Background: an optimization exercise with open tools, aiming at small area. Do not read the settings as production practice. Function was checked by simulation only, so behaviour that the tests miss may differ from the original. Power and IR drop assume default switching activity.

[flow/flow/run.sh]
#!/bin/bash
# The standard ORFS flow with a few layout choices changed:
#  - after the standard synthesis, the logic between the flip-flops is
#    re-mapped by ABC for area (flow/resyn.ys, flow/abc.script); the
#    flip-flops themselves are kept as the standard synthesis made them;
#  - the port buffers use the smallest buffer cell;
#  - clock tree synthesis uses clkbuf_4 with small clusters and no dummy loads.
# Each tool's output goes to a log file of its own in this folder.
set -euo pipefail
export BUFFER_PORTS_ARGS="-buffer_cell sky130_fd_sc_hd__buf_1"
export CTS_ARGS="-sink_clustering_enable -repair_clock_nets -dont_use_dummy_load -buf_list {sky130_fd_sc_hd__clkbuf_4 sky130_fd_sc_hd__clkbuf_16} -sink_clustering_buffer sky130_fd_sc_hd__clkbuf_4 -sink_clustering_size 10 -sink_clustering_max_diameter 30"
R=orfs/results/$FLOW_PLATFORM/ft300_core/base
LIB=$FLOW_HOME/platforms/$FLOW_PLATFORM/lib/sky130_fd_sc_hd__tt_025C_1v80.lib
YOSYS=$FLOW_HOME/../tools/install/yosys/bin/yosys
bash standard.sh synth > synth.log 2>&1
cp $R/1_2_yosys.v $R/1_2_yosys_standard.v
sed -e "s#@LIB@#$LIB#g" -e "s#@IN@#$R/1_2_yosys_standard.v#" -e "s#@OUT@#$R/1_2_yosys.v#" \
    -e "s#@TOP@#$FLOW_TOP#" -e "s#@ABC@#$PWD/flow/abc.script#" flow/resyn.ys > resyn_run.ys
$YOSYS -s resyn_run.ys > resyn.log 2>&1
rm -f $R/1_synth.odb $R/1_synth.sdc
bash standard.sh > flow.log 2>&1
[flow/flow/abc.script]
strash
&get -n
&fraig -x
&put
dc2
dc2
strash
&get -n
&dch -f
&nf -R 1000
&put
[flow/flow/resyn.ys]
# Re-map the combinational logic of the standard synthesis for area.
# The flip-flops are kept as they are (same instances, names and cells):
# they are black boxes here, and only the gates between them are re-mapped.
read_liberty -ignore_miss_func @LIB@
blackbox sky130_fd_sc_hd__dfxtp_1 sky130_fd_sc_hd__edfxtp_1
read_verilog @IN@
hierarchy -top @TOP@
flatten
opt_clean -purge
techmap
opt -fast
abc -script @ABC@ -liberty @LIB@ -dont_use sky130_fd_sc_hd__probe_p_8 -dont_use sky130_fd_sc_hd__probec_p_8 -dont_use sky130_fd_sc_hd__lpflow_bleeder_1 -dont_use sky130_fd_sc_hd__lpflow_clkbufkapwr_1 -dont_use sky130_fd_sc_hd__lpflow_clkbufkapwr_16 -dont_use sky130_fd_sc_hd__lpflow_clkbufkapwr_2 -dont_use sky130_fd_sc_hd__lpflow_clkbufkapwr_4 -dont_use sky130_fd_sc_hd__lpflow_clkbufkapwr_8 -dont_use sky130_fd_sc_hd__lpflow_clkinvkapwr_1 -dont_use sky130_fd_sc_hd__lpflow_clkinvkapwr_16 -dont_use sky130_fd_sc_hd__lpflow_clkinvkapwr_2 -dont_use sky130_fd_sc_hd__lpflow_clkinvkapwr_4 -dont_use sky130_fd_sc_hd__lpflow_clkinvkapwr_8 -dont_use sky130_fd_sc_hd__lpflow_decapkapwr_12 -dont_use sky130_fd_sc_hd__lpflow_decapkapwr_3 -dont_use sky130_fd_sc_hd__lpflow_decapkapwr_4 -dont_use sky130_fd_sc_hd__lpflow_decapkapwr_6 -dont_use sky130_fd_sc_hd__lpflow_decapkapwr_8 -dont_use sky130_fd_sc_hd__lpflow_inputiso0n_1 -dont_use sky130_fd_sc_hd__lpflow_inputiso0p_1 -dont_use sky130_fd_sc_hd__lpflow_inputiso1n_1 -dont_use sky130_fd_sc_hd__lpflow_inputiso1p_1 -dont_use sky130_fd_sc_hd__lpflow_inputisolatch_1 -dont_use sky130_fd_sc_hd__lpflow_isobufsrc_1 -dont_use sky130_fd_sc_hd__lpflow_isobufsrc_16 -dont_use sky130_fd_sc_hd__lpflow_isobufsrc_2 -dont_use sky130_fd_sc_hd__lpflow_isobufsrc_4 -dont_use sky130_fd_sc_hd__lpflow_isobufsrc_8 -dont_use sky130_fd_sc_hd__lpflow_isobufsrckapwr_16 -dont_use sky130_fd_sc_hd__lpflow_lsbuf_lh_hl_isowell_tap_1 -dont_use sky130_fd_sc_hd__lpflow_lsbuf_lh_hl_isowell_tap_2 -dont_use sky130_fd_sc_hd__lpflow_lsbuf_lh_hl_isowell_tap_4 -dont_use sky130_fd_sc_hd__lpflow_lsbuf_lh_isowell_4 -dont_use sky130_fd_sc_hd__lpflow_lsbuf_lh_isowell_tap_1 -dont_use sky130_fd_sc_hd__lpflow_lsbuf_lh_isowell_tap_2 -dont_use sky130_fd_sc_hd__lpflow_lsbuf_lh_isowell_tap_4 
opt_clean -purge
setundef -zero
splitnets
opt_clean -purge
hilomap -singleton -hicell sky130_fd_sc_hd__conb_1 HI -locell sky130_fd_sc_hd__conb_1 LO
insbuf -buf sky130_fd_sc_hd__buf_1 A X
opt_clean -purge
stat -liberty @LIB@
write_verilog -noattr -nohex -nodec @OUT@
[flow/standard.sh]
#!/bin/bash
# synth_recipe.tcl (not shown) runs the flow's synth.tcl, then flattens the netlist and writes it again
# the make line also repeats each setting of config.mk as NAME=value (left out here)
make -C /OpenROAD-flow-scripts/flow DESIGN_CONFIG=/design/flow/config.mk WORK_HOME=/design/flow/orfs CLKGATE_MAP_FILE= SYNTH_SCRIPT=/design/flow/synth_recipe.tcl "${@:-finish}"
[flow/config.mk]
export PLATFORM = sky130hd
export DESIGN_NAME = ft300_core
export DESIGN_NICKNAME = ft300_core
export VERILOG_FILES = /design/flow/design.v
export SDC_FILE = /design/flow/constraint.sdc
export NUM_CORES = 4
export LEC_CHECK = 0
export CAP_MARGIN = 20
export CORE_MARGIN = 2
export CORE_UTILIZATION = 65
export PLACE_DENSITY = 0.75
export SLEW_MARGIN = 20
[flow/constraint.sdc]
create_clock -name core_clock -period 20.0 [get_ports {clk}]
set_input_delay 4.0000 -clock core_clock [delete_from_list [all_inputs] [get_ports {clk}]]
set_output_delay 4.0000 -clock core_clock [all_outputs]
set_load 0.01 [all_outputs]
[flow/design.v]
module ft300_core (
    input  wire         clk,
    input  wire         rst,
    input  wire [63:0]  time_now,
    input  wire         cmd_valid,
    output wire         cmd_ready,
    input  wire [7:0]   cmd_word,
    input  wire         rx_valid,
    input  wire         rx_timeout,
    output wire         rx_ready,
    input  wire [7:0]   rx_data,
    output reg          rsp_valid,
    output reg  [2:0]   rsp_op,
    output reg  [3:0]   rsp_status,
    output wire [107:0] rsp_sample,
    output wire [63:0]  rsp_freq
);
    localparam [2:0] S_IDLE = 3'd0, S_DISC = 3'd1, S_CAPT = 3'd2,
                     S_READY = 3'd3, S_READING = 3'd4, S_STOP = 3'd5;
    localparam [2:0] D_IDLE = 3'd0, D_EPASS = 3'd1, D_WAITS = 3'd2, D_E = 3'd3,
                     D_LOAD = 3'd4, D_STEP = 3'd5, D_ROUND = 3'd6, D_EL = 3'd7;
    integer k;
    reg  [2:0] ph8;
    reg  [2:0] p5;
    wire ph8_0 = (ph8 == 3'd0);
    wire ph8_7 = (ph8 == 3'd7);
    wire p5_0  = (p5 == 3'd0);
    wire p5_4  = (p5 == 3'd4);
    always @(posedge clk) begin
        if (rst) begin
            ph8 <= 3'd0;
            p5  <= 3'd0;
        end else begin
            ph8 <= ph8 + 3'd1;
            p5  <= p5_4 ? 3'd0 : p5 + 3'd1;
        end
    end
    reg [2:0] sess;
    reg       busy;           
    reg [5:0] ctr;            
    wire [4:0] cnt = ctr[4:0];
    reg       prev20;
    reg       zref_zero;      
    reg       wclr;           
    reg       copy_run;       
    reg [2:0] dstate;
    wire [5:0] step = ctr;
    wire       rmode = (dstate == D_LOAD) || (dstate == D_STEP);   
    wire [7:0] rin;
    wire calm    = rsp_op[0];                           
    wire freq_en = (rsp_op == 3'd2) && (rsp_status == 4'd0);    
    wire inflight = (sess == S_DISC) || (sess == S_CAPT) || (sess == S_READING);
    wire ev_cycle = !busy && ph8_7;
    assign cmd_ready = ev_cycle && !inflight;
    assign rx_ready  = ev_cycle && inflight;
    wire cmd_fire  = cmd_valid && cmd_ready;
    wire to_fire   = rx_ready && rx_timeout;
    wire byte_fire = rx_ready && rx_valid && !rx_timeout;
    wire [2:0] c_op  = cmd_word[2:0];
    wire       c_cal = cmd_word[3];
    wire       c_bad = (cmd_word[7:4] != 4'd0) || (c_op > 3'd4) || (c_cal && (c_op != 3'd1));
    wire [5:0] ctr1  = ctr + 6'd1;
    wire       match = (cnt != 5'd0) && prev20 && (rx_data == 8'h4E);
    wire       frame = (cnt[4] || cnt == 5'd15);
    wire       ins   = byte_fire && !match;
    reg [7:0] w [0:14];
    reg       win_shift, win_pass, ptype_dec;
    wire [3:0] pb = ctr[3:0];
    wire      chain = win_shift | win_pass;
    wire [6:0] t   = {pb, ph8};
    wire [2:0] fld = pb[3:1];
    wire [3:0] j   = {pb[0], ph8};
    wire       end_pass = win_pass && (pb == 4'd14) && ph8_7;
    wire       wdata;
    always @(posedge clk) begin
        for (k = 0; k < 15; k = k + 1)
            w[k][6:0] <= w[k][7:1];
        for (k = 0; k < 13; k = k + 1)
            w[k][7] <= chain ? w[k+1][0] : w[k][0];
        w[13][7] <= win_pass ? wdata : (chain ? w[14][0] : w[13][0]);
        w[14][7] <= chain ? w[0][0] : w[14][0];
        if (ins)
            w[14] <= rx_data;
        if (rmode) begin
            w[11] <= w[12];
            w[12] <= tt[5];
        end
    end
    reg [7:0] zz [0:11];
    wire      zchain = win_pass && ptype_dec && (t < 7'd96);
    wire      zwe, zwd;
    always @(posedge clk) begin
        for (k = 0; k < 12; k = k + 1)
            zz[k][5:0] <= zz[k][6:1];
        for (k = 0; k < 11; k = k + 1)
            zz[k][6] <= zz[k][7];
        zz[11][6] <= zwe ? zwd : zz[11][7];
        for (k = 0; k < 11; k = k + 1)
            zz[k][7] <= zchain ? zz[k+1][0] : zz[k][0];
        zz[11][7] <= zchain ? zz[0][0] : zz[11][0];
    end
    wire s   = w[14][0];         
    wire u   = w[1][0];          
    wire zen = !(calm || zref_zero);
    wire zA  = zz[0][0]  & zen;  
    wire zB  = zz[11][7] & zen;  
    wire j0  = (j == 4'd0);
    wire j1  = (j == 4'd1);
    wire j15 = (j == 4'd15);
    wire kj  = (j == 4'd2);      
    reg  bF;
    wire fbin = j0 ? 1'b0 : bF;
    wire fo   = s ^ zA ^ fbin;
    wire fbo  = (~s & (zA | fbin)) | (zA & fbin);
    wire fsg  = s ^ zA ^ fbo;
    reg  [2:0] sg;
    reg        ca1, tie;
    reg  [2:0] acc, r5;
    wire a1    = j0 ? ~u : (u ^ kj ^ ca1);
    wire c1o   = j0 ? u : ((u & kj) | (u & ca1) | (kj & ca1));
    wire a16   = u & ~ca1;
    reg  [2:0] wgt;
    always @(*) begin
        case (j[1:0])
            2'd1: wgt = 3'd1;
            2'd2: wgt = 3'd2;
            2'd3: wgt = 3'd4;
            default: wgt = 3'd3;
        endcase
    end
    wire [3:0] asum = {1'b0, acc} + (a1 ? {1'b0, wgt} : 4'd0) + ((j15 && a16) ? 4'd2 : 4'd0);
    reg  [2:0] accn;
    always @(*) begin
        case (asum)
            4'd0, 4'd5, 4'd10: accn = 3'd0;
            4'd1, 4'd6, 4'd11: accn = 3'd1;
            4'd2, 4'd7, 4'd12: accn = 3'd2;
            4'd3, 4'd8, 4'd13: accn = 3'd3;
            default:           accn = 3'd4;
        endcase
    end
    reg  ca2, bg, by, bq, ym1, ym2;
    wire a2   = j0 ? ~s : (s ^ kj ^ ca2);
    wire c2o  = j0 ? s : ((s & kj) | (s & ca2) | (kj & ca2));
    wire r5b  = (j == 4'd1) ? r5[0] : (j == 4'd2) ? r5[1] : (j == 4'd3) ? r5[2] : 1'b0;
    wire bgi  = j1 ? 1'b0 : bg;
    wire g    = a2 ^ r5b ^ bgi;
    wire bgo  = (~a2 & (r5b | bgi)) | (r5b & bgi);
    wire ym2v = (j1 || kj) ? 1'b0 : ym2;
    wire byi  = j1 ? 1'b0 : by;
    wire y    = g ^ ym2v ^ byi;
    wire byo  = (~g & (ym2v | byi)) | (ym2v & byi);
    wire bqi  = j1 ? 1'b0 : bq;
    wire q    = y ^ zB ^ bqi;
    wire bqo  = (~y & (zB | bqi)) | (zB & bqi);
    wire qo   = j1 ? (q & ~tie) : q;
    reg  dly;
    wire force_f = (fld < 3'd3);
    wire sgsel   = (fld == 3'd3) ? sg[0] : (fld == 3'd4) ? sg[1] : sg[2];
    assign wdata = !ptype_dec ? 1'b0 :
                   force_f    ? fo :
                   (fld < 3'd6) ? (j0 ? sgsel : qo) : 1'b0;
    assign zwe = win_pass && ptype_dec && calm && (t != 7'd0) && (t <= 7'd96);
    assign zwd = (force_f || j0) ? dly : qo;
    always @(posedge clk) begin
        bF  <= fbo;
        ca1 <= c1o;
        ca2 <= c2o;
        bg  <= bgo;
        by  <= byo;
        bq  <= bqo;
        ym1 <= y;
        ym2 <= ym1;
        dly <= force_f ? s : qo;
        acc <= j0 ? 3'd0 : accn;
        if (j15 && (fld == 3'd2 || fld == 3'd3 || fld == 3'd4)) begin
            r5  <= accn;
            tie <= w[14][1] && (accn == 3'd0);    
        end
        if (j15 && fld == 3'd0) sg[0] <= fsg;
        if (j15 && fld == 3'd1) sg[1] <= fsg;
        if (j15 && fld == 3'd2) sg[2] <= fsg;
    end
    reg  [15:0] crc;
    reg         crc_ok;
    wire [15:0] ccur = (t == 7'd0) ? 16'h4498 : crc;
    wire        cfb  = ccur[0] ^ s;
    always @(posedge clk) begin
        if (t < 7'd96)
            crc <= {1'b0, ccur[15:1]} ^ (cfb ? 16'hA001 : 16'h0000);
        else
            crc <= {1'b0, crc[15:1]};
        if (t == 7'd96)
            crc_ok <= (crc[0] == s);
        else if (t < 7'd112)
            crc_ok <= crc_ok & (crc[0] == s);
    end
    reg  [7:0] tt [0:7];
    reg  [7:0] ss [0:7];
    wire       tload  = ev_cycle;
    wire       tshort = (dstate == D_E) || (dstate == D_EL) || (dstate == D_LOAD) || (dstate == D_STEP) || (dstate == D_ROUND);
    wire       epass  = (dstate == D_EPASS);
    reg        cy;       
    reg        ezero, big;
    wire [8:0] ed = {1'b0, tt[0]} - {1'b0, ss[0]} - {8'd0, ph8_0 ? 1'b0 : cy};
    always @(posedge clk) begin
        for (k = 0; k < 7; k = k + 1) begin
            tt[k] <= tt[k+1];
            ss[k] <= ss[k+1];
        end
        tt[7] <= rmode ? rin : epass ? ed[7:0] : tt[0];
        ss[7] <= copy_run ? tt[0] : ss[0];
        if (tshort)
            tt[4] <= tt[0];
        if (tload)
            for (k = 0; k < 8; k = k + 1)
                tt[k] <= time_now[8*k +: 8];
    end
    reg [7:0] xx [0:3];      
    reg [7:0] qq [0:4];
    reg        xmax, xeq;
    reg  [7:0] kd, xmd;
    always @(*) begin
        case (p5)
            3'd1: begin kd = 8'h24; xmd = 8'hDC; end
            3'd2: begin kd = 8'hF4; xmd = 8'h0B; end
            3'd3: begin kd = 8'h00; xmd = 8'h23; end
            3'd4: begin kd = 8'h00; xmd = 8'hF4; end
            default: begin kd = 8'h00; xmd = 8'h00; end
        endcase
    end
    wire [7:0] xa   = p5_0 ? 8'd0 : xx[0];
    wire [8:0] xs   = {1'b0, xa} + {1'b0, kd} + {8'd0, p5_0 ? 1'b0 : cy};
    wire [7:0] xnew = xmax ? 8'h00 : xs[7:0];
    wire       xeqn = (p5_0 ? 1'b1 : xeq) & (xnew == xmd);
    reg        sR, rsh, qsh, dnext, rnz;
    wire       rsi  = p5_0 ? dnext : rsh;
    wire [7:0] ra   = {w[11][6:0], rsi};
    wire [7:0] rb   = tt[0] ^ {8{~sR}};
    wire       rci  = p5_0 ? ~sR : cy;
    wire [8:0] rsum = {1'b0, ra} + {1'b0, rb} + {8'd0, rci};
    assign     rin  = (dstate == D_LOAD) ? 8'd0 : rsum[7:0];
    wire       qsi  = p5_0 ? ((step == 6'd0) ? 1'b0 : ~sR) : qsh;
    wire       ru = ~sR & (rnz | qq[0][0]);
    wire [8:0] qi = {1'b0, qq[0]} + {8'd0, p5_0 ? ru : cy};
    reg  [7:0] qin;
    always @(*) begin
        if (copy_run)
            qin = 8'd0;
        else case (dstate)
            D_LOAD:  qin = ezero ? qq[0] : big ? 8'd0 : xnew;
            D_STEP:  qin = {qq[0][6:0], qsi};
            D_ROUND: qin = qi[7:0];
            default: qin = qq[0];
        endcase
    end
    always @(posedge clk) begin
        for (k = 0; k < 4; k = k + 1)
            qq[k] <= qq[k+1];
        for (k = 0; k < 3; k = k + 1)
            xx[k] <= xx[k+1];
        xx[3] <= (dstate == D_LOAD && !p5_0) ? xnew : copy_run ? 8'd0 : xx[0];
        qq[4] <= qin;
        cy  <= epass ? ed[8] : (dstate == D_LOAD) ? xs[8] : (dstate == D_STEP) ? rsum[8] : qi[8];
        xeq <= xeqn;
        rsh <= w[11][7];
        qsh <= qq[0][7];
        if (epass) begin
            ezero <= (ph8_0 ? 1'b1 : ezero) & (ed[7:0] == 8'd0);
            big   <= (ph8_0 ? 1'b0 : big) |
                     ((ph8 == 3'd4) ? (|ed[7:5]) : (ph8 > 3'd4) ? (|ed[7:0]) : 1'b0);
        end
        if (dstate == D_LOAD) begin
            sR <= 1'b0;
            if (p5_4) begin
                dnext <= xnew[7];
                xmax  <= xeqn;
            end
        end
        if (dstate == D_STEP && p5_4) begin
            sR    <= rsum[7];
            dnext <= qq[0][6];
        end
        if (dstate == D_STEP && step == 6'd36)
            rnz <= (p5_0 ? 1'b0 : rnz) | (|rsum[7:0]);
        if (copy_run)
            xmax <= 1'b0;
    end
    wire [119:0] wv;
    wire [39:0]  qv;
    genvar gi, gb;
    generate
        for (gi = 0; gi < 15; gi = gi + 1) begin : g_wv
            assign wv[8*gi +: 8] = w[gi];
        end
        for (gi = 0; gi < 5; gi = gi + 1) begin : g_qv
            assign qv[8*gi +: 8] = qq[gi];
        end
        for (gi = 0; gi < 3; gi = gi + 1) begin : g_force
            for (gb = 0; gb < 16; gb = gb + 1) begin : g_b
                assign rsp_sample[18*gi + gb] = wv[(112 + 16*gi + gb) % 120];
            end
            assign rsp_sample[18*gi + 16] = wv[(112 + 48 + 16*gi) % 120];
            assign rsp_sample[18*gi + 17] = wv[(112 + 48 + 16*gi) % 120];
        end
        for (gi = 3; gi < 6; gi = gi + 1) begin : g_torque
            for (gb = 0; gb < 14; gb = gb + 1) begin : g_b
                assign rsp_sample[18*gi + gb] = wv[(112 + 16*gi + gb + 1) % 120];
            end
            for (gb = 14; gb < 18; gb = gb + 1) begin : g_s
                assign rsp_sample[18*gi + gb] = wv[(112 + 16*gi + 14) % 120];
            end
        end
    endgenerate
    assign rsp_freq = {28'd0, qv[35:0] & {36{freq_en}}};
    wire div_busy  = (dstate == D_LOAD) || (dstate == D_STEP) || (dstate == D_ROUND);
    wire start_dec = byte_fire && match && frame && (sess != S_DISC);
    wire start_clr = (cmd_fire && !wclr && !(c_op == 3'd0 && !c_bad) && !(c_op == 3'd1 && !c_bad && c_cal && sess == S_IDLE) &&
                      !(c_op == 3'd2 && !c_bad && sess == S_READY)) ||
                     (byte_fire && match && !frame && (sess != S_DISC)) ||
                     (to_fire && !wclr && (sess != S_DISC));
    wire resp_now  = busy && !win_pass && !copy_run &&
                     (dstate != D_EL) && !div_busy && ph8_7 && p5_4;
    wire ctr_clr = rst || start_clr || (byte_fire && match) || to_fire ||
                   (cmd_fire && !c_bad && ((c_op == 3'd1 && c_cal && sess == S_IDLE) ||
                                           (c_op == 3'd2 && sess == S_READY))) ||
                   (win_pass && ph8_7 && pb == 4'd14) || (dstate == D_LOAD && p5_4);
    wire ctr_inc = (ins && !cnt[4]) || (win_pass && ph8_7) || (dstate == D_STEP && p5_4);
    always @(posedge clk) begin
        if (ctr_clr)
            ctr <= 6'd0;
        else if (ctr_inc)
            ctr <= ctr1;
    end
    always @(posedge clk) begin
        rsp_valid <= 1'b0;
        if (rst) begin
            sess       <= S_IDLE;
            busy       <= 1'b0;
            wclr       <= 1'b0;
            copy_run   <= 1'b0;
            dstate     <= D_IDLE;
            win_shift  <= 1'b0;
            win_pass   <= 1'b0;
            ptype_dec  <= 1'b0;
        end else begin
            if (cmd_fire) begin
                rsp_op  <= c_op;
                if (c_bad) begin
                    rsp_status <= 4'hB;
                    busy       <= 1'b1;
                end else begin
                    case (c_op)
                        3'd1: begin
                            if (sess != S_IDLE) begin
                                rsp_status <= 4'hA;
                                busy       <= 1'b1;
                                        end else if (c_cal) begin
                                sess <= S_DISC;
                            end else begin
                                zref_zero  <= 1'b1;
                                copy_run   <= 1'b1;
                                sess       <= S_READY;
                                rsp_status <= 4'h0;
                                busy       <= 1'b1;
                                        end
                        end
                        3'd2: begin
                            if (sess == S_READY) begin
                                sess <= S_READING;
                            end else begin
                                rsp_status <= 4'h8;
                                busy       <= 1'b1;
                                        end
                        end
                        3'd3: begin
                            if (sess == S_READY)
                                sess <= S_STOP;
                            rsp_status <= 4'h0;
                            busy       <= 1'b1;
                                end
                        3'd4: begin
                            if (sess == S_READY) begin
                                copy_run   <= 1'b1;
                                rsp_status <= 4'h0;
                            end else begin
                                rsp_status <= 4'h8;
                            end
                            busy  <= 1'b1;
                        end
                        default: ;
                    endcase
                end
            end
            if (byte_fire) begin
                if (match) begin
                    if (sess == S_DISC) begin
                        sess <= S_CAPT;
                    end else begin
                        busy    <= 1'b1;
                                rsp_op  <= (sess == S_CAPT) ? 3'd1 : 3'd2;
                        if (frame) begin
                            if (sess == S_CAPT) begin
                                copy_run <= 1'b1;
                            end else begin
                                dstate <= D_EPASS;
                                sess   <= S_READY;
                            end
                        end else begin
                            rsp_status <= 4'h6;
                            sess       <= (sess == S_CAPT) ? S_IDLE : S_READY;
                        end
                    end
                end else begin
                    prev20 <= (rx_data == 8'h20);
                    wclr   <= 1'b0;
                end
            end
            if (to_fire) begin
                if (sess == S_DISC) begin
                    sess <= S_CAPT;
                end else begin
                    busy       <= 1'b1;
                    rsp_op     <= (sess == S_CAPT) ? 3'd1 : 3'd2;
                    rsp_status <= 4'h5;
                    sess       <= (sess == S_CAPT) ? S_IDLE : S_READY;
                end
            end
            if (ins)
                win_shift <= 1'b1;
            else if (ph8_7)
                win_shift <= 1'b0;
            if (start_dec || start_clr) begin
                win_pass  <= 1'b1;
                ptype_dec <= start_dec;
                wclr      <= 1'b0;
            end else if (win_pass && ph8_7) begin
                if (pb == 4'd14) begin
                    if (ptype_dec && !crc_ok) begin
                        ptype_dec <= 1'b0;
                    end else begin
                        win_pass <= 1'b0;
                    end
                end else begin
                end
            end
            if (end_pass && ptype_dec) begin
                if (crc_ok) begin
                    rsp_status <= 4'h0;
                    if (calm) begin
                        sess      <= S_READY;
                        zref_zero <= 1'b0;
                    end else begin
                        dstate  <= D_EL;
                    end
                end else begin
                    rsp_status <= 4'h4;
                    if (calm)
                        sess <= S_IDLE;
                end
            end
            if (end_pass && !ptype_dec)
                wclr <= 1'b1;
            if (copy_run && ph8_7)
                copy_run <= 1'b0;
            case (dstate)
                D_EPASS: if (ph8_7) dstate <= D_WAITS;
                D_WAITS: if (ph8_7 && p5_4) dstate <= D_E;
                D_EL: if (p5_4 && ph8[1:0] == 2'd2) dstate <= D_LOAD;
                D_LOAD: if (p5_4) begin
                    dstate <= (ezero || big) ? D_IDLE : D_STEP;
                end
                D_STEP: if (p5_4) begin
                    if (step == 6'd36)
                        dstate <= D_ROUND;
                end
                D_ROUND: if (p5_4) dstate <= D_IDLE;
                default: ;
            endcase
            if (resp_now) begin
                rsp_valid <= 1'b1;
                busy      <= 1'b0;
                dstate    <= D_IDLE;
            end
        end
    end
endmodule
==> results.env, run 1 <==
OUTCOME='finished clean'
DIE-AREA_UM2=25800
CTS.CLK_SLEW.WORST_PATHS_PS=90
UNREPAIRED_SETUP_ENDPOINTS_AFTER_GLOBAL_ROUTING='no'
DR.FIRST_ITER.DRC_COUNT=631
CTS.REPAIR.RESIZED=0
P_INT_mW=1.36
P_SW_FRAC=0.236
NUMCLOCKSINKS=496
WL_MET3_MM=2.22
GRT_ANTENNA_BEFORE_REPAIR=0
CRITPATHCAPTURETYPE='output pin'
ROUTED_VIA_DENSITY=5.35
POSTROUTEANTENNANETS=0
GP_ROUTABILITY_CONGESTION=0.869
FINALCRITPERIODSHARE=0.318
HIGHEST_CLOCK_FREQUENCY_THE_DESIGN_CAN_MEET_GHz=0.157
REPORT.FINAL.SETUP_VIOL=0
DIE_H_UM=160
CTS_TREE='done'
PRE_CTS_WS_PS=13540
ANTENNA_CELLS=0
MULTIINPUTGATEAREA_UM2=5490
DRV_CAP=0
HOLD_VIOLATION_TOTAL_FROM_THE_FINAL_REPORT=0
CTS_ROOT_BUF='sky130_fd_sc_hd__clkbuf_16'
FILL_CELL_TOTAL_OF_THE_FINISHED_LAYOUT=1861
TIMING.CRITICAL_PATH.FANOUT_MAX=72
SLEW_HR=0.313
YOSYSWARNINGS=7
FINISH.INSTANCE_AREA_UM2=17800
SLEW_VIOL_FINAL=0
ROUTED_WL_MM=32.5
VIA_COUNT=11587
LAYOUT_MIN_CYCLE_TIME_PS=6370
INITIAL_STANDARD_CELL_UTILIZATION_OF_THE_CORE=0.658
GRT_FIRST_PASS_WIRELENGTH_MM=52.5
COMB_POWER_SHARE=0.089
DR.MAX_LAYER_USED='met4'
OVERFLOW=0
POST-CTS-SETUP-BUFFER-COUNT=0
NNETSFINAL=1930
TIGHTEST_SLEW_PS=1030
VIAS_IN_THE_FIRST_GLOBAL_ROUTE=10981
GRTUSAGETOTAL=0.250
IR_DROP_mV=0.0636
CLOCK_POWER_SHARE=0.310
HOLD_BUFFERS=0
POWER_DENSITY_nW_PER_UM2=99.5
SETUP-TNS-FINAL_PS=0
ROUTEDLENGTHMET1_MM=14.1
TRITONCTS.NUM_BUFFERS=81
FRACTION_OF_LAYOUT_INSTANCES_USING_A_DRIVE_STRENGTH_ABOVE_1=0.0505
MAXIMUM_NUMBER_OF_PINS_ON_ONE_NET_BEFORE_GLOBAL_ROUTE_REPAIR=73
MAPPEDNETLISTAREA_UM2=15900
NETLIST_INSTANCES=1576
CLOCK_TREE.BUFFER_DEPTH=3
PATH_CLASS='flop to output pin'
LAYOUT-AREA-OVERHEAD-VS-SYNTH_PCT=12.1
CRITPATHARRIVALTIME_PS=2370
ROUTED_WIRE_LENGTH_PER_INSTANCE_UM=15.0
CRITPATHLAUNCHTYPE='flop'
DPL.HPWL_MM=23.0
DPL_CELL_AREA_UM2=17100
NET-SWITCHING-POWER_mW=0.418
SHARE_SEQ_OF_TOTAL_POWER=0.601
LEAKAGE_nW=7.07
AREA.SEQUENTIAL_UM2=10100
CLOCK_LATENCY_PS=540
FP.COREAREA_UM2=24200
PORTBUFFERS=238
TOP_LEVEL_PORTS=267
DIE_X_UM=160
CP_SLOWEST_STAGE_DELAY_PS=470
CRIT_PATH_TOP_DELAY_CELL='sky130_fd_sc_hd__dfxtp_1'
FIRSTDRTPASSITERS=7
CP_DATA_REQUIRED_TIME_PS=16000
FINAL.SETUP_SKEW_PS=71.3
DRC_ERRORS=0
CTSHTREEMAXLEVEL=3
POST_SYNTHESIS_AVERAGE_CELL_AREA_UM2=10.1
HOLDCRITPATHCLASS='flop to flop'
NUM_ROWS=57
POSTLAYOUTSETUPSLACKWORST_PS=13630
CP_CELL_SEQUENCE='and3_1 -> nand2b_2 -> buf_4 -> a21oi_1 -> buf_1'
DR_WL_MET2_MM=15.2
[final cells by class]
cell class                 count  area share
clock buffer                  81      0.0429
inverter                      18     0.00379
multi-input combinational   1002       0.308
timing repair buffer         246      0.0535
tap                          324      0.0227
sequential                   496       0.569
[critical path, delay by kind of cell (launching register included)]
family                 cells  cell delay [ps]
flip-flops                 1              470
AND/OR/NAND/NOR            2              460
AO/OA/AOI/OAI              1              390
buffers and inverters      2              540
[layer usage]
| metal | vias up | GRT usage |
|---|---|---|
| met2 | 461 | 0.409 |
| met4 | 0 | 0.101 |
| met5 | - | 0 |
| li1 | 5741 | - |
| met3 | 89 | 0.0475 |
| met1 | 5296 | 0.328 |
[cells in the final DEF, fill, tap and decap left out, types with 5 or more instances in the layout]
cell type,instances
sky130_fd_sc_hd__a211oi_1,6
sky130_fd_sc_hd__a21o_1,6
sky130_fd_sc_hd__a21oi_1,80
sky130_fd_sc_hd__a221oi_1,11
sky130_fd_sc_hd__a31oi_1,10
sky130_fd_sc_hd__and2_0,60
sky130_fd_sc_hd__and3_1,11
sky130_fd_sc_hd__buf_1,238
sky130_fd_sc_hd__buf_4,8
sky130_fd_sc_hd__clkbuf_16,9
sky130_fd_sc_hd__clkbuf_4,72
sky130_fd_sc_hd__clkinv_1,18
sky130_fd_sc_hd__conb_1,28
sky130_fd_sc_hd__dfxtp_1,474
sky130_fd_sc_hd__edfxtp_1,22
sky130_fd_sc_hd__maj3_1,10
sky130_fd_sc_hd__mux2_1,35
sky130_fd_sc_hd__mux2i_1,16
sky130_fd_sc_hd__nand2_1,111
sky130_fd_sc_hd__nand2b_1,16
sky130_fd_sc_hd__nand3_1,19
sky130_fd_sc_hd__nand3b_1,9
sky130_fd_sc_hd__nor2_1,320
sky130_fd_sc_hd__nor2b_1,12
sky130_fd_sc_hd__nor3_1,40
sky130_fd_sc_hd__nor3b_1,6
sky130_fd_sc_hd__nor4_1,9
sky130_fd_sc_hd__o211ai_1,6
sky130_fd_sc_hd__o21a_1,8
sky130_fd_sc_hd__o21ai_0,48
sky130_fd_sc_hd__o22ai_1,6
sky130_fd_sc_hd__or2_0,5
sky130_fd_sc_hd__or3_1,9
sky130_fd_sc_hd__xnor2_1,42
sky130_fd_sc_hd__xor2_1,19
[path summary, 6_finish.rpt]
path	slack (ps)	cells past startpoint	end	startpoint
max	13630	5	rx_ready	ph8[0]$_SDFF_PP0_
min	290	0	w[6][6]$_DFF_P_	w[6][7]$_DFF_P_
max reg2reg	15340	15	rnz$_DFFE_PP_	p5[2]$_SDFF_PP0_
min reg2reg	290	0	w[6][6]$_DFF_P_	w[6][7]$_DFF_P_
[power by group through the flow]
stage / clock [mW] / combinational (mW) / sequential [mW]
2_1_floorplan: 0 / 0.126 / 1.08
3_3_place_gp: 0 / 0.151 / 1.09
3_5_place_dp: 0 / 0.157 / 1.09
4_1_cts: 0.568 / 0.158 / 1.07
5_1_grt: 0.606 / 0.179 / 1.07
6_report: 0.551 / 0.158 / 1.07
[sequential cells by signal, summed over array words and instances (netlist names), 3 cells and up]
name,count
sess,3
xx,32
w,120
crc,16
zz,96
rsp_op,3
tt,64
ctr,6
r5,3
ss,64
acc,3
qq,40
sg,3
p5,3
ph8,3
dstate,3
rsp_status,4
[metrics by stage]
stage	hold slack [ps]	std cells	utilization	total power [mW]
global placement	310	2086	0.706	1.24
detailed placement	312	2086	0.706	1.25
finish	292	2167	0.738	1.78
floorplan	310	1603	-	1.21
CTS	296	2167	0.738	1.79
global route	291	2167	0.738	1.86
==> inputs of run 2 (changes only) <==
--- a/flow/flow/run.sh
+++ b/flow/flow/run.sh
@@ -10,3 +10,3 @@
 export BUFFER_PORTS_ARGS="-buffer_cell sky130_fd_sc_hd__buf_1"
-export CTS_ARGS="-sink_clustering_enable -repair_clock_nets -dont_use_dummy_load -buf_list {sky130_fd_sc_hd__clkbuf_4 sky130_fd_sc_hd__clkbuf_16} -sink_clustering_buffer sky130_fd_sc_hd__clkbuf_4 -sink_clustering_size 10 -sink_clustering_max_diameter 30"
+export CTS_ARGS="-sink_clustering_enable -repair_clock_nets -dont_use_dummy_load -buf_list sky130_fd_sc_hd__clkbuf_4 -sink_clustering_size 10 -sink_clustering_max_diameter 30"
 R=orfs/results/$FLOW_PLATFORM/ft300_core/base
--- a/flow/config.mk
+++ b/flow/config.mk
@@ -9,4 +9,4 @@
 export CORE_MARGIN = 2
-export CORE_UTILIZATION = 65
-export PLACE_DENSITY = 0.75
+export CORE_UTILIZATION = 50
+export PLACE_DENSITY = 0.65
 export SLEW_MARGIN = 20
==> run 2 against run 1 <==
Critical path type unchanged. Fmax shrank 6.3%. Clock skew is 2.4 ps lower. Highest routed layer unchanged. Largest power group unchanged. Combinational power about the same. Still clean on timing, DRC and antenna. Final cell count up 4.2%. Non-clock buffer count up 1. Utilization fell by 17 points. Critical path depth increased by 1.
==> results.env, run 2 <==
VIA_COUNT=11436
NUM_ROWS=65
DR.FIRST_ITER.DRC_COUNT=607
DRC_ERRORS=0
CTS_ROOT_BUF='sky130_fd_sc_hd__clkbuf_4'
REG2REG_SETUP_SLACK_PS=15320
TRITONCTS.NUM_BUFFERS=91
CRITPATHCAPTURETYPE='output pin'
NETLIST_INSTANCES=1576
GP_ROUTABILITY_CONGESTION=0.889
HOLDCRITPATHCLASS='flop to flop'
DPL.HPWL_MM=24.0
MOST_COMMON_CELL_AFTER_LAYOUT_FILL_AND_TAPS_ASIDE='sky130_fd_sc_hd__dfxtp_1'
DIE-AREA_UM2=33300
OVERFLOW=0
LAYOUT-AREA-OVERHEAD-VS-SYNTH_PCT=12.2
HOLD_BUFFERS=0
POST-CTS-SETUP-BUFFER-COUNT=0
LARGEST_REG_FLOPS=120
CTS.REPAIR.RESIZED=0
PORTBUFFERS=238
CP_SLOWEST_STAGE_DELAY_PS=520
CLOCK_TREE.BUFFER_DEPTH=3
CRIT_PATH_TOP_DELAY_CELL='sky130_fd_sc_hd__buf_4'
NNETSFINAL=1941
NUMCLOCKSINKS=496
LARGEST_REGISTERS='w: 120 flops, zz: 96 flops'
VIAS_IN_THE_FIRST_GLOBAL_ROUTE=10975
FIRSTDRTPASSITERS=5
SETUP-TNS-FINAL_PS=0
LEAKAGE_nW=7.05
ROUTED_WL_MM=33.9
IR_DROP_mV=0.0560
PLACED_CELLS_INCL_TAPS=2165
GRT_ANTENNA_BEFORE_REPAIR=1
DRV_CAP=0
CTSHTREEMAXLEVEL=3
CLOCK_LATENCY_PS=730
MAXIMUM_NUMBER_OF_PINS_ON_ONE_NET_BEFORE_GLOBAL_ROUTE_REPAIR=73
REPORT.FINAL.SETUP_VIOL=0
INITIAL_STANDARD_CELL_UTILIZATION_OF_THE_CORE=0.506
FINAL.SETUP_SKEW_PS=68.9
FINAL_CELLS=2257
CTS_TREE='done'
OUTCOME='finished clean'
SLEW_VIOL_FINAL=0
POST_SYNTHESIS_AVERAGE_CELL_AREA_UM2=10.1
CP_NUM_BUF_INV=2
CP_DATA_REQUIRED_TIME_PS=16000
HIGHEST_CLOCK_FREQUENCY_THE_DESIGN_CAN_MEET_GHz=0.147
CRITPATHARRIVALTIME_PS=2790
MOST-COMMON-LAYOUT-CELLS='474 x sky130_fd_sc_hd__dfxtp_1, 320 x sky130_fd_sc_hd__nor2_1, 238 x sky130_fd_sc_hd__buf_1, 111 x sky130_fd_sc_hd__nand2_1, 91 x sky130_fd_sc_hd__clkbuf_4'
CP_CELL_SEQUENCE='and2_0 -> nand2_1 -> nor2_4 -> buf_4 -> and3_1 -> buf_1'
CTS.CLK_SLEW.WORST_PATHS_PS=100
POSTROUTEANTENNANETS=0
ROUTED_VIA_DENSITY=5.07
POWER_DENSITY_nW_PER_UM2=97.1
TIGHTEST_SLEW_PS=961
ROUTED_WIRE_LENGTH_PER_INSTANCE_UM=15.0
FINALCRITPERIODSHARE=0.340
TIMING.CRITICAL_PATH.FANOUT_MAX=59
TOP_LEVEL_PORTS=267
PATH_CLASS='flop to output pin'
DIE_H_UM=182
FP.COREAREA_UM2=31500
CRITPATHLAUNCHTYPE='flop'
LARGEST-REGISTER='w'
GRT_FIRST_PASS_WIRELENGTH_MM=54.4
SLEW_HR=0.357
YOSYSWARNINGS=7
FILL_CELL_TOTAL_OF_THE_FINISHED_LAYOUT=2896
MAPPEDNETLISTAREA_UM2=15900
GRTUSAGETOTAL=0.204
UNREPAIRED_SETUP_ENDPOINTS_AFTER_GLOBAL_ROUTING='no'
LAYOUT_MIN_CYCLE_TIME_PS=6790
FRACTION_OF_LAYOUT_INSTANCES_USING_A_DRIVE_STRENGTH_ABOVE_1=0.0561
HOLD_VIOLATION_TOTAL_FROM_THE_FINAL_REPORT=0
DIE_X_UM=182
CPLARGESTDELAYFAMILY='simple AND/OR/NAND/NOR gates'
run 2: final timing paths:
path,startpoint,endpoint,cells after the start
hold / removal,qq[4][6]$_SDFF_PP0_,qq[3][6]$_DFF_P_,0
setup / recovery,ph8[0]$_SDFF_PP0_,cmd_ready,6
hold reg to reg,qq[4][6]$_SDFF_PP0_,qq[3][6]$_DFF_P_,0
setup reg to reg,p5[2]$_SDFF_PP0_,rnz$_DFFE_PP_,15
run 2: per-layer routing:
layer | wire [um] | GRT usage
met2 | 15600 | 0.325
met4 | 964 | 0.0923
met5 | 0 | 0
met3 | 1910 | 0.0481
met1 | 15500 | 0.265
run 2: power by group:
part           internal, mW  switching, mW
sequential             1.04         0.0247
clock                 0.208          0.304
combinational        0.0688         0.0881
run 2: area by class of cell:
cell class / count / area (um2) / share of cell area
diodes: 1 / 2.50 / 0.000140
flip-flops and latches: 496 / 10100 / 0.568
inverters: 18 / 67.6 / 0.00378
clock buffers: 91 / 683 / 0.0382
well taps: 402 / 503 / 0.0282
multi-input cells: 1002 / 5500 / 0.308
repair buffers: 247 / 961 / 0.0538
run 2: through the flow:
| stage | utilization | total power [mW] | setup slack (ps) | cell area, um2 | hold slack [ps] |
|---|---|---|---|---|---|
| finish | 0.568 | 1.73 | 13210 | 17900 | 257 |
| global route | 0.568 | 1.83 | 12970 | 17900 | 269 |
| CTS | 0.567 | 1.76 | 13150 | 17900 | 265 |
| detailed placement | 0.546 | 1.25 | 13460 | 17200 | 312 |
| global placement | 0.546 | 1.24 | 13530 | 17200 | 310 |
| floorplan | - | 1.21 | 12930 | 16000 | 310 |
==> inputs of run 3 (changes only) <==
--- a/flow/config.mk
+++ b/flow/config.mk
@@ -9,4 +9,4 @@
 export CORE_MARGIN = 2
-export CORE_UTILIZATION = 50
-export PLACE_DENSITY = 0.65
+export CORE_UTILIZATION = 75
+export PLACE_DENSITY = 0.85
 export SLEW_MARGIN = 20
==> run 3 against run 2 <==
Die area decreased by 33%. Global-route usage increased by 11 points. Highest routed layer unchanged. Sequential share of layout area increased by 0.95 points. Critical path depth decreased by 1. Critical endpoint is now rsp_freq[29]. Clock power decreased by 8.2%. Area after synthesis unchanged. Still clean.
==> results.env, run 3 <==
FINAL.SETUP_SKEW_PS=76.9
POST-CTS-SETUP-BUFFER-COUNT=0
DIE_X_UM=150
NNETSFINAL=1923
CLOCK_TREE.BUFFER_DEPTH=3
WORST_HOLD_PATH.ENDPOINT='ss[1][7]$_DFF_P_'
CRITPATHCAPTURETYPE='output pin'
CTSHTREEMAXLEVEL=3
CTS_ROOT_BUF='sky130_fd_sc_hd__clkbuf_4'
PORTBUFFERS=238
WORSTREG2REGSTART='p5[0]$_SDFF_PP0_'
CP_SLOWEST_STAGE_DELAY_PS=580
CRIT_PATH_START='rsp_status[3]$_SDFFCE_PP0N_'
YOSYSWARNINGS=7
HOLDCRITPATHCLASS='flop to flop'
CRITPATHARRIVALTIME_PS=2640
TOTAL_POWER_AFTER_LAYOUT_mW=1.70
DIE_H_UM=150
ROUTED_WL_MM=35.7
CTS.CLK_SLEW.WORST_PATHS_PS=90
LEAKAGE_nW=6.97
POST_SYNTHESIS_AVERAGE_CELL_AREA_UM2=10.1
FINALCRITPERIODSHARE=0.332
MAPPEDNETLISTAREA_UM2=15900
MAXIMUM_NUMBER_OF_PINS_ON_ONE_NET_BEFORE_GLOBAL_ROUTE_REPAIR=72
NUMCLOCKSINKS=496
OVERFLOW=0
MOST-COMMON-LAYOUT-CELLS='474 x sky130_fd_sc_hd__dfxtp_1, 320 x sky130_fd_sc_hd__nor2_1, 238 x sky130_fd_sc_hd__buf_1, 111 x sky130_fd_sc_hd__nand2_1, 80 x sky130_fd_sc_hd__a21oi_1'
ROUTED_VIA_DENSITY=5.64
CLOCK_LATENCY_PS=720
CTS.REPAIR.RESIZED=0
GRT_FIRST_PASS_WIRELENGTH_MM=56.0
NUM_ROWS=53
TIGHTEST_SLEW_PS=918
DPL_CELL_AREA_UM2=17000
HIGHEST_CLOCK_FREQUENCY_THE_DESIGN_CAN_MEET_GHz=0.151
FILL_CELL_TOTAL_OF_THE_FINISHED_LAYOUT=1256
TRITONCTS.NUM_BUFFERS=74
NETLIST_INSTANCES=1576
CTS_TREE='done'
CRITPATHLAUNCHTYPE='flop'
OUTCOME='finished clean'
FRACTION_OF_LAYOUT_INSTANCES_USING_A_DRIVE_STRENGTH_ABOVE_1=0.0468
CP_CELL_SEQUENCE='or4b_1 -> nor4_2 -> buf_4 -> and2_0 -> buf_1'
PRE_CTS_WS_PS=13630
WORST_HOLD_STARTPOINT='ss[2][7]$_DFF_P_'
R2R_CELLS=15
RR_ENDPOINT='rnz$_DFFE_PP_'
DR.FIRST_ITER.DRC_COUNT=846
REPORT.FINAL.SETUP_VIOL=0
SLEW_VIOL_FINAL=0
POSTROUTEANTENNANETS=0
HOLD_BUFFERS=0
ROUTED_WIRE_LENGTH_PER_INSTANCE_UM=16.9
CRIT_PATH_TOP_DELAY_CELL='sky130_fd_sc_hd__or4b_1'
POSTLAYOUTSETUPSLACKWORST_PS=13360
FIRSTDRTPASSITERS=6
MOST_COMMON_CELL_AFTER_LAYOUT_FILL_AND_TAPS_ASIDE='sky130_fd_sc_hd__dfxtp_1'
IR_DROP_mV=0.0769
HOLD_PATH_DEPTH=0
POWER_DENSITY_nW_PER_UM2=96.7
REG2REG_SETUP_SLACK_PS=15410
SETUP-TNS-FINAL_PS=0
FP.COREAREA_UM2=21000
TOP_LEVEL_PORTS=267
FIN_WORST_HOLD_SLACK_PS=264
DIE-AREA_UM2=22400
LARGEST_REG_FLOPS=120
CP_DATA_REQUIRED_TIME_PS=16000
GRTUSAGETOTAL=0.318
DRC_ERRORS=0
GRT_ANTENNA_BEFORE_REPAIR=1
UNREPAIRED_SETUP_ENDPOINTS_AFTER_GLOBAL_ROUTING='no'
LARGEST-REGISTER='w'
GP_ROUTABILITY_CONGESTION=0.862
SLEW_HR=0.386
DPL.HPWL_MM=25.5
LARGEST_REGISTERS='w: 120 flops, zz: 96 flops'
TIMING.CRITICAL_PATH.FANOUT_MAX=36
PLACED_CELLS_INCL_TAPS=2037
HOLD_VIOLATION_TOTAL_FROM_THE_FINAL_REPORT=0
FIN_UTIL=0.838
LAYOUT_MIN_CYCLE_TIME_PS=6640
INITIAL_STANDARD_CELL_UTILIZATION_OF_THE_CORE=0.759
FINISH.INSTANCE_AREA_UM2=17600
PATH_CLASS='flop to output pin'
DRV_CAP=0
LAYOUT-AREA-OVERHEAD-VS-SYNTH_PCT=10.4
VIAS_IN_THE_FIRST_GLOBAL_ROUTE=11340
FINAL_CELLS=2112
VIA_COUNT=11916
-- run 3: critical path: cells and delay by family, from the launching register on --
| kind | cells | cell delay, ps |
|---|---|---|
| buffers and inverters | 2 | 530 |
| AND/OR/NAND/NOR | 3 | 950 |
| flip-flops | 1 | 490 |
-- run 3: final cells by class --
class	instances	area, um2	share of cell area
timing repair buffer	246	953	0.0543
antenna	1	2.50	0.000142
tap	275	344	0.0196
inverter	18	67.6	0.00385
sequential	496	10100	0.578
clock buffer	74	556	0.0316
multi-input combinational	1002	5500	0.313
-- run 3: worst max-delay path by stage --
stage | to
floorplan | cmd_ready
global placement | ctr[3]$_SDFFE_PP0P_
detailed placement | ctr[3]$_SDFFE_PP0P_
CTS | rsp_freq[29]
global route | rsp_freq[29]
finish | rsp_freq[29]
-- run 3: routing by layer --
metal	track usage	share of wire
met1	0.382	0.40
met2	0.553	0.49
met3	0.0646	0.078
met4	0.139	0.033
met5	0	0
-- run 3: power by group --
| group | internal, mW | switching (mW) | leakage (nW) |
|---|---|---|---|
| logic | 0.0688 | 0.0932 | 2.57 |
| clock network | 0.170 | 0.299 | 0.340 |
| registers | 1.04 | 0.0262 | 4.05 |
==> inputs of run 4 (changes only) <==
--- a/flow/config.mk
+++ b/flow/config.mk
@@ -9,4 +9,4 @@
 export CORE_MARGIN = 2
-export CORE_UTILIZATION = 75
-export PLACE_DENSITY = 0.85
+export CORE_UTILIZATION = 65
+export PLACE_DENSITY = 0.75
 export SLEW_MARGIN = 20
==> run 4 against run 3 <==
Worst hold slack lost 5.3 ps. Worst setup slack gained 100 ps. Utilization shrank 11 points. Clock-buffer cell count grew 7. Highest routed layer unchanged. Wire length shrank 9.0%. Critical endpoint is now rx_ready. Clock power grew 3%. Largest cell class unchanged. Via count shrank 2.6%. Area after synthesis is the same. Power grew 0.49%. Combinational power shrank 2%. Cell area grew 0.65%.
==> results.env, run 4 <==
WORST_HOLD_STARTPOINT='zz[11][1]$_DFF_P_'
FIRSTDRTPASSITERS=7
LARGEST_REGISTERS='w: 120 flops, zz: 96 flops'
CTS_ROOT_BUF='sky130_fd_sc_hd__clkbuf_4'
HIGHEST_CLOCK_FREQUENCY_THE_DESIGN_CAN_MEET_GHz=0.153
ROUTED_VIA_DENSITY=5.35
WORSTREG2REGSTART='p5[2]$_SDFF_PP0_'
DIE_X_UM=160
TIMING.CRITICAL_PATH.FANOUT_MAX=72
DIE-AREA_UM2=25800
REPORT.FINAL.SETUP_VIOL=0
VIA_COUNT=11607
PORTBUFFERS=238
ROUTED_WL_MM=32.5
FRACTION_OF_LAYOUT_INSTANCES_USING_A_DRIVE_STRENGTH_ABOVE_1=0.0505
NETLIST_INSTANCES=1576
GRTUSAGETOTAL=0.250
LAYOUT-AREA-OVERHEAD-VS-SYNTH_PCT=11.1
IR_DROP_mV=0.0634
FIN_UTIL=0.731
CRITPATHARRIVALTIME_PS=2540
LEAKAGE_nW=7.00
CP_CELL_SEQUENCE='and3_1 -> nand2b_2 -> buf_4 -> a21oi_1 -> buf_1'
GLOBALROUTEMET1UTIL=0.328
ROUTED_WIRE_LENGTH_PER_INSTANCE_UM=15.0
CLOCK_LATENCY_PS=720
POWER_DENSITY_nW_PER_UM2=96.5
POST-CTS-SETUP-BUFFER-COUNT=0
CRIT_PATH_START='ph8[0]$_SDFF_PP0_'
NNETSFINAL=1930
DIE_H_UM=160
MET3_CAPACITY_USAGE_DURING_GLOBAL_ROUTING=0.0558
SETUP-TNS-FINAL_PS=0
UNREPAIRED_SETUP_ENDPOINTS_AFTER_GLOBAL_ROUTING='no'
OVERFLOW=0
FILL_CELL_TOTAL_OF_THE_FINISHED_LAYOUT=1884
OUTCOME='finished clean'
AREA.SEQUENTIAL_UM2=10100
GRT_ANTENNA_BEFORE_REPAIR=1
CTS.REPAIR.RESIZED=0
MAPPEDNETLISTAREA_UM2=15900
FINAL.SETUP_SKEW_PS=97.4
HOLD_BUFFERS=0
CLOCK_TREE.BUFFER_DEPTH=3
NUMCLOCKSINKS=496
MULTIINPUTGATEAREA_UM2=5490
TRITONCTS.NUM_BUFFERS=81
CPLARGESTDELAYFAMILY='buffers and inverters'
LARGEST-REGISTER='w'
SLEW_VIOL_FINAL=0
CRIT_PATH_TOP_DELAY_CELL='sky130_fd_sc_hd__dfxtp_1'
CTS_TREE='done'
POST_SYNTHESIS_AVERAGE_CELL_AREA_UM2=10.1
CP_DATA_REQUIRED_TIME_PS=16000
FP.COREAREA_UM2=24200
GRT_FIRST_PASS_WIRELENGTH_MM=52.6
CTSHTREEMAXLEVEL=3
CP_NUM_BUF_INV=2
CRITPATHCAPTURETYPE='output pin'
INITIAL_STANDARD_CELL_UTILIZATION_OF_THE_CORE=0.658
TOP_LEVEL_PORTS=267
CTS.CLK_SLEW.WORST_PATHS_PS=90
HOLD_VIOLATION_TOTAL_FROM_THE_FINAL_REPORT=0
DR.FIRST_ITER.DRC_COUNT=643
DPL.HPWL_MM=23.0
POSTROUTEANTENNANETS=0
LAYOUT_MIN_CYCLE_TIME_PS=6540
FINAL_CELLS=2170
MAXIMUM_NUMBER_OF_PINS_ON_ONE_NET_BEFORE_GLOBAL_ROUTE_REPAIR=73
HOLDCRITPATHCLASS='flop to flop'
YOSYSWARNINGS=7
FINALCRITPERIODSHARE=0.327
CP_SLOWEST_STAGE_DELAY_PS=490
MOST_COMMON_CELL_AFTER_LAYOUT_FILL_AND_TAPS_ASIDE='sky130_fd_sc_hd__dfxtp_1'
TIGHTEST_SLEW_PS=1030
MET2_USAGE=0.408
DRV_CAP=0
GP_ROUTABILITY_CONGESTION=0.869
PATH_CLASS='flop to output pin'
NUM_ROWS=57
SLEW_HR=0.311
DRC_ERRORS=0
GRT-BUSIEST-LAYER='met2'
CRITPATHLAUNCHTYPE='flop'
MOST-COMMON-LAYOUT-CELLS='474 x sky130_fd_sc_hd__dfxtp_1, 320 x sky130_fd_sc_hd__nor2_1, 238 x sky130_fd_sc_hd__buf_1, 111 x sky130_fd_sc_hd__nand2_1, 81 x sky130_fd_sc_hd__clkbuf_4'
PLACED_CELLS_INCL_TAPS=2086
VIAS_IN_THE_FIRST_GLOBAL_ROUTE=10987
LARGEST_REG_FLOPS=120
==> run 4: cell types whose count changed in the layout (fill, tap and decap cells not counted), sizes merged <==
cell / previous run / this run
clkbuf: 74 / 81
diode: 1 / 3
==> run 4: power breakdown <==
| group | switching [mW] | internal, mW |
|---|---|---|
| sequential | 0.0247 | 1.04 |
| combinational | 0.0894 | 0.0687 |
| clock | 0.297 | 0.186 |
| total | 0.411 | 1.30 |
==> run 4: final cells by class <==
type	count	share of cell area
Antenna cell	3	0.000425
Inverter	18	0.00382
Timing Repair Buffer	246	0.0539
Tap cell	324	0.0229
Clock buffer	81	0.0344
Sequential cell	496	0.574
Multi-Input combinational cell	1002	0.311
==> run 4: final timing paths <==
| path | slack [ps] | cells after the start | to |
|---|---|---|---|
| min | 260 | 0 | zz[11][0]$_DFF_P_ |
| max reg2reg | 15330 | 15 | rnz$_DFFE_PP_ |
| max | 13460 | 5 | rx_ready |
| min reg2reg | 260 | 0 | zz[11][0]$_DFF_P_ |
==> run 4: stage by stage <==
stage | instance area, um2 | total power [mW] | worst slack (ps) | hold WS [ps]
global placement | 17100 | 1.24 | 13680 | 310
floorplan | 16000 | 1.21 | 12930 | 310
detailed placement | 17100 | 1.25 | 13540 | 312
global route | 17700 | 1.79 | 13250 | 280
finish | 17700 | 1.71 | 13460 | 259
CTS | 17700 | 1.72 | 13410 | 258
==> run 4: worst reg2reg max path, delay by kind of cell (launching register included) <==
kind	cells	cell delay, ps
AND/OR/NAND/NOR	5	1250
XOR/XNOR	1	190
AO/OA/AOI/OAI	5	920
adder cells (fa/ha/maj)	4	1600
flip-flops	1	470
==> run 4: layer usage <==
metal	up-vias	routed length [um]
met5	-	0
li1	5744	-
met2	458	15100
met1	5324	14100
met4	0	995
met3	81	2250
==> inputs of run 5 (changes only) <==
--- a/flow/config.mk
+++ b/flow/config.mk
@@ -7,6 +7,7 @@
 export LEC_CHECK = 0
-export CAP_MARGIN = 20
+export CAP_MARGIN = 0
 export CORE_MARGIN = 2
 export CORE_UTILIZATION = 65
+export GPL_TIMING_DRIVEN = 0
 export PLACE_DENSITY = 0.75
-export SLEW_MARGIN = 20
+export SLEW_MARGIN = 0
==> run 5 against run 4 <==
Clock skew is 16 ps lower. Cell area up 1.9%. Worst hold slack gained 21 ps.
==> results.env, run 5 <==
OUTCOME='finished clean'
NNETSFINAL=2013
REG2REG_SETUP_SLACK_PS=15420
MAXIMUM_NUMBER_OF_PINS_ON_ONE_NET_BEFORE_GLOBAL_ROUTE_REPAIR=56
CTS_ROOT_BUF='sky130_fd_sc_hd__clkbuf_4'
CP_DATA_REQUIRED_TIME_PS=16000
CRIT_PATH_START='rsp_status[3]$_SDFFCE_PP0N_'
DR.MAX_LAYER_USED='met4'
CP_CELL_SEQUENCE='or4b_1 -> nor4_2 -> buf_4 -> buf_6 -> and2_0 -> buf_1'
RR_ENDPOINT='rnz$_DFFE_PP_'
LARGEST_REGISTERS='w: 120 flops, zz: 96 flops'
POST-CTS-SETUP-BUFFER-COUNT=0
DIE_X_UM=160
POST_SYNTHESIS_AVERAGE_CELL_AREA_UM2=10.1
TIGHTEST_SLEW_PS=1350
FRACTION_OF_LAYOUT_INSTANCES_USING_A_DRIVE_STRENGTH_ABOVE_1=0.0467
ROUTED_VIA_DENSITY=5.23
GRT_FIRST_PASS_WIRELENGTH_MM=53.8
PATH_CLASS='flop to output pin'
CRITPATHCAPTURETYPE='output pin'
DIE_H_UM=160
DRC_ERRORS=0
MAPPEDNETLISTAREA_UM2=15900
HOLD_BUFFERS=0
DRV_CAP=0
ROUTED_WL_MM=32.8
NUM_ROWS=57
LAYOUT_MIN_CYCLE_TIME_PS=7010
SETUP-TNS-FINAL_PS=0
HOLDCRITPATHCLASS='flop to flop'
GRT_ANTENNA_BEFORE_REPAIR=1
WORSTREG2REGSTART='p5[2]$_SDFF_PP0_'
HOLD_PATH_DEPTH=0
CTS_TREE='done'
TRITONCTS.NUM_BUFFERS=80
HOLD_VIOLATION_TOTAL_FROM_THE_FINAL_REPORT=0
GRTUSAGETOTAL=0.255
DPL_CELL_AREA_UM2=17400
VIAS_IN_THE_FIRST_GLOBAL_ROUTE=11317
CTS.REPAIR.RESIZED=0
DIE-AREA_UM2=25800
TIMING.CRITICAL_PATH.FANOUT_MAX=14
CTSHTREEMAXLEVEL=3
CLOCK_TREE.BUFFER_DEPTH=3
LEAKAGE_nW=7.09
REPORT.FINAL.SETUP_VIOL=0
CRITPATHLAUNCHTYPE='flop'
FINALCRITPERIODSHARE=0.351
CTS.CLK_SLEW.WORST_PATHS_PS=90
PORTBUFFERS=238
DR_WL_MET2_MM=15.3
POWER_DENSITY_nW_PER_UM2=94.7
FP.COREAREA_UM2=24200
ROUTED_WIRE_LENGTH_PER_INSTANCE_UM=14.5
MOST-COMMON-LAYOUT-CELLS='474 x sky130_fd_sc_hd__dfxtp_1, 325 x sky130_fd_sc_hd__buf_1, 320 x sky130_fd_sc_hd__nor2_1, 111 x sky130_fd_sc_hd__nand2_1'
YOSYSWARNINGS=7
TOP_LEVEL_PORTS=267
FINAL.SETUP_SKEW_PS=81.0
LARGEST-REGISTER='w'
DPL.HPWL_MM=23.4
UNREPAIRED_SETUP_ENDPOINTS_AFTER_GLOBAL_ROUTING='no'
IR_DROP_mV=0.0629
SLEW_HR=0.0971
HIGHEST_CLOCK_FREQUENCY_THE_DESIGN_CAN_MEET_GHz=0.143
ROUTEDLENGTHMET1_MM=14.5
FIRSTDRTPASSITERS=5
WORSTSETUPENDPOINT='rsp_freq[1]'
OVERFLOW=0
FILL_CELL_TOTAL_OF_THE_FINISHED_LAYOUT=1798
SLEW_VIOL_FINAL=0
MOST_COMMON_CELL_AFTER_LAYOUT_FILL_AND_TAPS_ASIDE='sky130_fd_sc_hd__dfxtp_1'
NETLIST_INSTANCES=1576
DR.FIRST_ITER.DRC_COUNT=715
LARGEST_REG_FLOPS=120
CLOCK_LATENCY_PS=730
NUMCLOCKSINKS=496
GP_ROUTABILITY_CONGESTION=0.866
LAYOUT-AREA-OVERHEAD-VS-SYNTH_PCT=13.2
VIA_COUNT=11778
POSTROUTEANTENNANETS=0
R2R_CELLS=15
CP_SLOWEST_STAGE_DELAY_PS=560
WL_MET3_MM=2.02
FINISH.INSTANCE_AREA_UM2=18000
CRIT_PATH_TOP_DELAY_CELL='sky130_fd_sc_hd__nor4_2'
CRITPATHARRIVALTIME_PS=3010
INITIAL_STANDARD_CELL_UTILIZATION_OF_THE_CORE=0.658
[run 5: how the worst min path moves through the flow]
stage	start	to	slack (ps)
floorplan	qq[4][4]$_SDFF_PP0_	qq[3][4]$_DFF_P_	310
global placement	ss[1][5]$_DFF_P_	ss[0][5]$_DFF_P_	310
detailed placement	xx[3][0]$_DFF_P_	xx[2][0]$_DFF_P_	310
CTS	zz[11][1]$_DFF_P_	zz[11][0]$_DFF_P_	280
global route	ss[1][7]$_DFF_P_	ss[0][7]$_DFF_P_	270
finish	zz[11][6]$_DFF_P_	zz[11][5]$_DFF_P_	280
[run 5: routing by layer]
layer  GRT usage  up-vias
met2       0.420      400
li1            -     5905
met3      0.0486       86
met5           0        -
met4       0.104        0
met1       0.334     5387
[run 5: final cells by class]
type	instances	area [um2]	area share
Timing Repair Buffer	243	975	0.0541
Antenna cell	1	2.50	0.000139
Sequential cell	496	10100	0.563
Multi-Input combinational cell	1002	5490	0.305
Inverter	18	67.6	0.00375
Tap cell	324	405	0.0225
Buffer	87	327	0.0181
Clock buffer	80	601	0.0333
[run 5: power breakdown]
part           leakage, nW  switching (mW)  total, mW  internal, mW
clock network        0.368           0.297      0.480         0.183
logic                 2.67          0.0908      0.161        0.0704
registers             4.05          0.0246       1.07          1.04
total                 7.09           0.412       1.71          1.30
[run 5: per-stage QoR]
step | setup slack [ps] | utilization | power [mW] | hold WS (ps) | instances
2_1_floorplan | 12930 | - | 1.21 | 310 | 1603
3_3_place_gp | 11250 | 0.716 | 1.24 | 310 | 2165
3_5_place_dp | 13620 | 0.720 | 1.25 | 312 | 2170
4_1_cts | 12960 | 0.745 | 1.72 | 279 | 2250
5_1_grt | 12760 | 0.745 | 1.79 | 267 | 2251
6_report | 12990 | 0.745 | 1.71 | 280 | 2251
[run 5: worst max-delay path: cells and delay by family, from the launching register on]
kind	cells	cell delay, ps
AND/OR/NAND/NOR	3	1260
flip-flops	1	470
buffers and inverters	3	620

==> re-timing with driven ports <==
In the flow no input, the clock included, has a driving cell. The finished layouts below were timed again as built, in two steps. Step 1 sets driving cells, clkbuf_16 on the clock port and buf_2 on the other inputs (assumed; they add their load-dependent delay and slew). Step 2, shift: input delay + t, output delay - t, t = (earliest + latest rising clock arrival at the registers) / 2. This alone moves slack from input paths to output paths. a / b / c = ideal ports / drivers / drivers and shift; a / b = the first two.
| run | shift t [ns] | setup slack, ns | hold WS [ns] | latest minus earliest clock arrival (ns) |
|---|---|---|---|---|
| run 1 | 0.551 | 13.633 / 13.588 / 13.508 | 0.292 / 0.292 / 0.292 | 0.071 / 0.071 |
| run 2 | 0.741 | 13.206 / 13.161 / 13.383 | 0.257 / 0.257 / 0.257 | 0.074 / 0.074 |
| run 3 | 0.715 | 13.359 / 13.316 / 13.596 | 0.264 / 0.264 / 0.264 | 0.094 / 0.095 |
| run 4 | 0.724 | 13.463 / 13.414 / 13.497 | 0.259 / 0.259 / 0.259 | 0.103 / 0.103 |
| run 5 | 0.728 | 12.989 / 12.944 / 13.564 | 0.280 / 0.280 / 0.280 | 0.115 / 0.116 |
After both steps setup and hold are still met in every run listed. For run 1, which loses most, drivers alone change the setup slack by -0.045 ns; drivers and shift together by -0.125 ns.
